What follows belongs to an exercise in optimizing a design on an open flow for small area, a short achievable clock period and few clock cycles; a production flow would make more cautious choices. Only simulation tests tie the RTL to the original design; equivalence was not proved. Power and IR drop assume default switching activity.

==> flow/design.v (excerpt) <==
module scc_core (
    input  wire        clk,
    input  wire        rst,
    input  wire        cmd_valid,
    output wire        cmd_ready,
    input  wire [63:0] cmd_word,
    output wire        rsp_valid,
    input  wire        rsp_ready,
    output wire [63:0] rsp_word,
    output wire        prim_valid,
    output wire [3:0]  prim_kind,
    output wire [15:0] prim_addr,
    output wire [31:0] prim_arg,
    input  wire        prim_ack,
    input  wire        prim_fail,
    input  wire [7:0]  prim_rdata,
    output wire [1:0]  st_pst,
    output wire        st_strm,
    output wire        st_inited,
    output wire [2:0]  st_gpio_lvl,
    output wire [2:0]  st_gpio_dir,
    output wire        st_clk_en,
    output wire [31:0] st_clk_hz,
    output wire [3:0]  st_rail_en
);
Size: roughly 1500 cells after synthesis, roughly 130 flip-flops, roughly 240 I/O pins.
==> flow/config.mk <==
export PLATFORM = sky130hd
export DESIGN_NAME = scc_core
export DESIGN_NICKNAME = scc_core
export VERILOG_FILES = /design/flow/design.v
export SDC_FILE = /design/flow/constraint.sdc
export NUM_CORES = 4
export LEC_CHECK = 0
export ABC_AREA = 1
export CAP_MARGIN = 20
export CORE_MARGIN = 2
export CORE_UTILIZATION = 55
export CTS_BUF_LIST = sky130_fd_sc_hd__clkbuf_4 sky130_fd_sc_hd__clkbuf_8
export SLEW_MARGIN = 20
export DONT_USE_CELLS += sky130_fd_sc_hd__ha_1 sky130_fd_sc_hd__ha_2 sky130_fd_sc_hd__ha_4 sky130_fd_sc_hd__fa_1 sky130_fd_sc_hd__fa_2 sky130_fd_sc_hd__fa_4
export SKIP_REPAIR_TIE_FANOUT = 1
==> flow/constraint.sdc <==
create_clock -name core_clock -period 10.0 [get_ports {clk}]
set_input_delay 2.0000 -clock core_clock [delete_from_list [all_inputs] [get_ports {clk}]]
set_output_delay 2.0000 -clock core_clock [all_outputs]
set_load 0.01 [all_outputs]
standard.sh (not shown) runs the stock make flow with config.mk's settings and CLKGATE_MAP_FILE= SYNTH_SCRIPT=/design/flow/synth_recipe.tcl, a recipe that flattens the netlist after the stock synthesis.
==> flow/flow/run.sh <==
#!/bin/bash
set -euo pipefail
export SETUP_SLACK_MARGIN=6.55
export BUFFER_PORTS_ARGS="-buffer_cell sky130_fd_sc_hd__buf_1"
echo 'export DONT_USE_CELLS += sky130_fd_sc_hd__ha_1 sky130_fd_sc_hd__ha_2 sky130_fd_sc_hd__ha_4 sky130_fd_sc_hd__fa_1 sky130_fd_sc_hd__fa_2 sky130_fd_sc_hd__fa_4' >> config.mk
echo 'export SKIP_REPAIR_TIE_FANOUT = 1' >> config.mk
bash standard.sh > flow_make.log 2>&1
Testbench counts at the start, summed over its fixed seeds: cycles 21,737.
Next try:
--- a/flow/design.v
+++ b/flow/design.v
@@ -41,29 +41,29 @@
     reg        run_q;       
     reg        rsp_q;       
     reg        abt_q;       
     reg [4:0]  upc;         
     reg [3:0]  cls;         
     reg [15:0] t;           
     reg [8:0]  gt;          
     reg        glo;         
     reg        ghi;         
     reg [7:0]  cr;          
+    reg        gsel;        
     reg [3:0]  pk;          
     reg [15:0] pa;
     reg [7:0]  pg;          
     reg [4:0]  pc;          
     reg [7:0]  rs;          
     reg        rv;          
     reg        rshow;       
-    reg        rexp;        
-    reg        rgain;       
+    reg        rpclk;       
     reg        gpend;       
     reg        inited;
     reg        strm;
     reg        soff;        
     reg [1:0]  pst;
     reg        mode_valid;
     reg [1:0]  mode_idx;
     reg [15:0] exp_r;
     reg [8:0]  gain_r;
     reg [2:0]  gpio_lvl;
@@ -477,20 +477,21 @@
         for (j = 0; j < 14; j = j + 1) begin
             s_inc[j] = t[j + 2] ^ carry;
             carry    = carry & t[j + 2];
         end
     end
     wire [15:0] frame = s_ge ? {s_inc, t[1:0]} : vts_cur;
     wire [8:0] g_cl = glo ? 9'd16 : ghi ? ((cls == C_EXPG) ? 9'd159 : 9'd511) : gt;
     wire [4:0] upc_n = {upc[4] ^ (&upc[3:0]), upc[3] ^ (&upc[2:0]), upc[2] ^ (&upc[1:0]),
                         upc[1] ^ upc[0], ~upc[0]};
     wire [32:0] nxt = prim_at(cls, upc_n, pm, t, frame);
+    wire nxt_gsel = (cls == C_EXPG) && (upc[1:0] == 2'd3);
     reg last;
     always @(*) begin
         if (is_prog)
             last = pm[1] ? (pm[0] ? (upc[1:0] == 2'd1) : (upc[1:0] == 2'd2)) : (upc[1:0] == 2'd3);
         else case (cls)
             C_INIT:    last = upc[0];
             C_STBYON:  last = (upc[1:0] == 2'd3);
             C_STBYOFF: last = (upc[2:0] == 3'd5);
             C_PON:     last = (upc == 5'd18);
             C_POFF:    last = (upc[3:0] == 4'd12);
@@ -518,41 +519,44 @@
             cls      <= cls_in;
             upc      <= 5'd0;
             pk       <= pk_in;
             pa       <= pa_in;
             pg       <= pg_in;
             pc       <= 5'd0;
             gt       <= cb[8:0];
             glo      <= b_hi0_4;
             ghi      <= op07 ? b_gt159 : ~b_hi0_9;
             cr       <= code_in;
+            gsel     <= op06;
             rs       <= st_in;
             rv       <= legal & op0a & mode_valid;
-            rshow    <= legal & op0a & mode_valid;
-            rexp     <= legal & op08;
-            rgain    <= legal & op09;
+            rshow    <= legal & (op08 | op09 | (op0a & mode_valid));
+            rpclk    <= legal & op0a & mode_valid & (cb[3:0] == 4'd6);
             gpend    <= ok & op06 & ~b_le169;
-            t        <= op0a ? mode_field16(mode_idx, cb[3:0]) : shutter;
+            t        <= op08 ? exp_r :
+                        op09 ? {7'd0, gain_r} :
+                        op0a ? mode_field16(mode_idx, cb[3:0]) : shutter;
         end else if (run_q) begin
             if (cls == C_INIT) t[7:0] <= prim_rdata;
             if (prim_ack) begin
                 if (abt_q) ;
                 else if (fail) begin
                     rs <= st_fail;
                     if (scope_held) begin
                         pk <= P_SCOPEREL;
                         pa <= 16'd0;
                         pg <= 8'd1;
                         pc <= 5'd0;
                     end
                 end else begin
                     if (!last) begin
+                        gsel <= nxt_gsel;
                         {pk, pa, pg, pc} <= nxt;
                     end
                     if (cls == C_INIT && !id_ok) begin
                         rs       <= 8'h10;
                         rshow    <= 1'b1;
                     end else if (last) begin
                         upc <= 5'd0;
                     end else begin
                         upc <= upc_n;
                     end
@@ -646,27 +650,26 @@
             if (soff) strm <= 1'b0;
             if (gpend) gain_r <= g_cl;
             if (rsp_ready) begin
                 rsp_q  <= 1'b0;
                 idle_q <= 1'b1;
             end
         end
     end
     assign cmd_ready   = idle_q;
     assign rsp_valid   = rsp_q;
-    wire rpclk = rv & t[15];
     assign rsp_word    = {rs, rv, 7'd0, 11'd0, upc,
                           3'd0, rpclk, 4'd0, rpclk, 2'd0, rpclk, 3'd0, rpclk,
-                          (t & {16{rshow}}) | (exp_r & {16{rexp}}) | {7'd0, gain_r & {9{rgain}}}};
+                          t & {16{rshow}}};
     assign prim_valid  = run_q;
     assign prim_kind   = pk;
     assign prim_addr   = pa;
-    assign prim_arg    = {arg_of(pc) >> 8, pg | (cr & {8{pa[2]}})};
+    assign prim_arg    = {arg_of(pc) >> 8, pg | (cr & {8{gsel}})};
     assign st_pst      = pst;
     assign st_strm     = strm & ~soff;
     assign st_inited   = inited;
     assign st_gpio_lvl = gpio_lvl;
     assign st_gpio_dir = gpio_dir;
     assign st_clk_en   = clk_en;
     assign st_clk_hz   = clk_hz_on ? MCLK_HZ : 32'd0;
     assign st_rail_en  = rail_en;
 endmodule
Effect:
- The changed run finished clean
- synthesized cell count came out higher by 1.4%
- die area came out lower by 1.1%
- non-clock buffer count came out higher by 17
- fmax came out higher by 1.4%
- hold slack improves by 0.0068 ns
- worst setup slack improves by 0.047 ns
- critical path depth came out higher by 5
- total power came out lower by 3.4%
- via count came out higher by 2.4%
- routed wire length came out higher by 3.6%
- synthesized area came out lower by 1.2%
Testbench counts after the change, summed over its fixed seeds: cycles 21,737.

==> static timing again, ports no longer ideal <==
Ports are ideal in the flow. The routed layouts listed here were re-timed in OpenROAD. Step 1 (the two cells are an assumption about what drives the block):
set clk [get_ports {clk}]
set_driving_cell -lib_cell sky130_fd_sc_hd__clkbuf_16 $clk
set_driving_cell -lib_cell sky130_fd_sc_hd__buf_2 [delete_from_list [all_inputs] $clk]
Step 2 adds t to the input delays and takes it off the output delays; t is the mean of the earliest and latest rising clock arrival at the registers after step 1. Input paths then give back, and output paths get back, about the clock's delay inside the block. Slacks: no drivers / after step 1 / after step 2; pairs: no drivers / after step 1.
| run | shift t [ns] | setup WS [ns] | hold slack, ns | worst setup path at the end |
|---|---|---|---|---|
| the first run | 0.496 | 6.509 / 6.469 / 6.145 | 0.481 / 0.481 / 0.481 | input to register |
| the second run | 0.492 | 6.556 / 6.548 / 6.082 | 0.488 / 0.488 / 0.488 | input to register |
After both steps setup and hold are still met in every run listed. The setup slack of the second run, which loses most, moves by -0.008 ns with the drivers and by -0.474 ns with both steps.
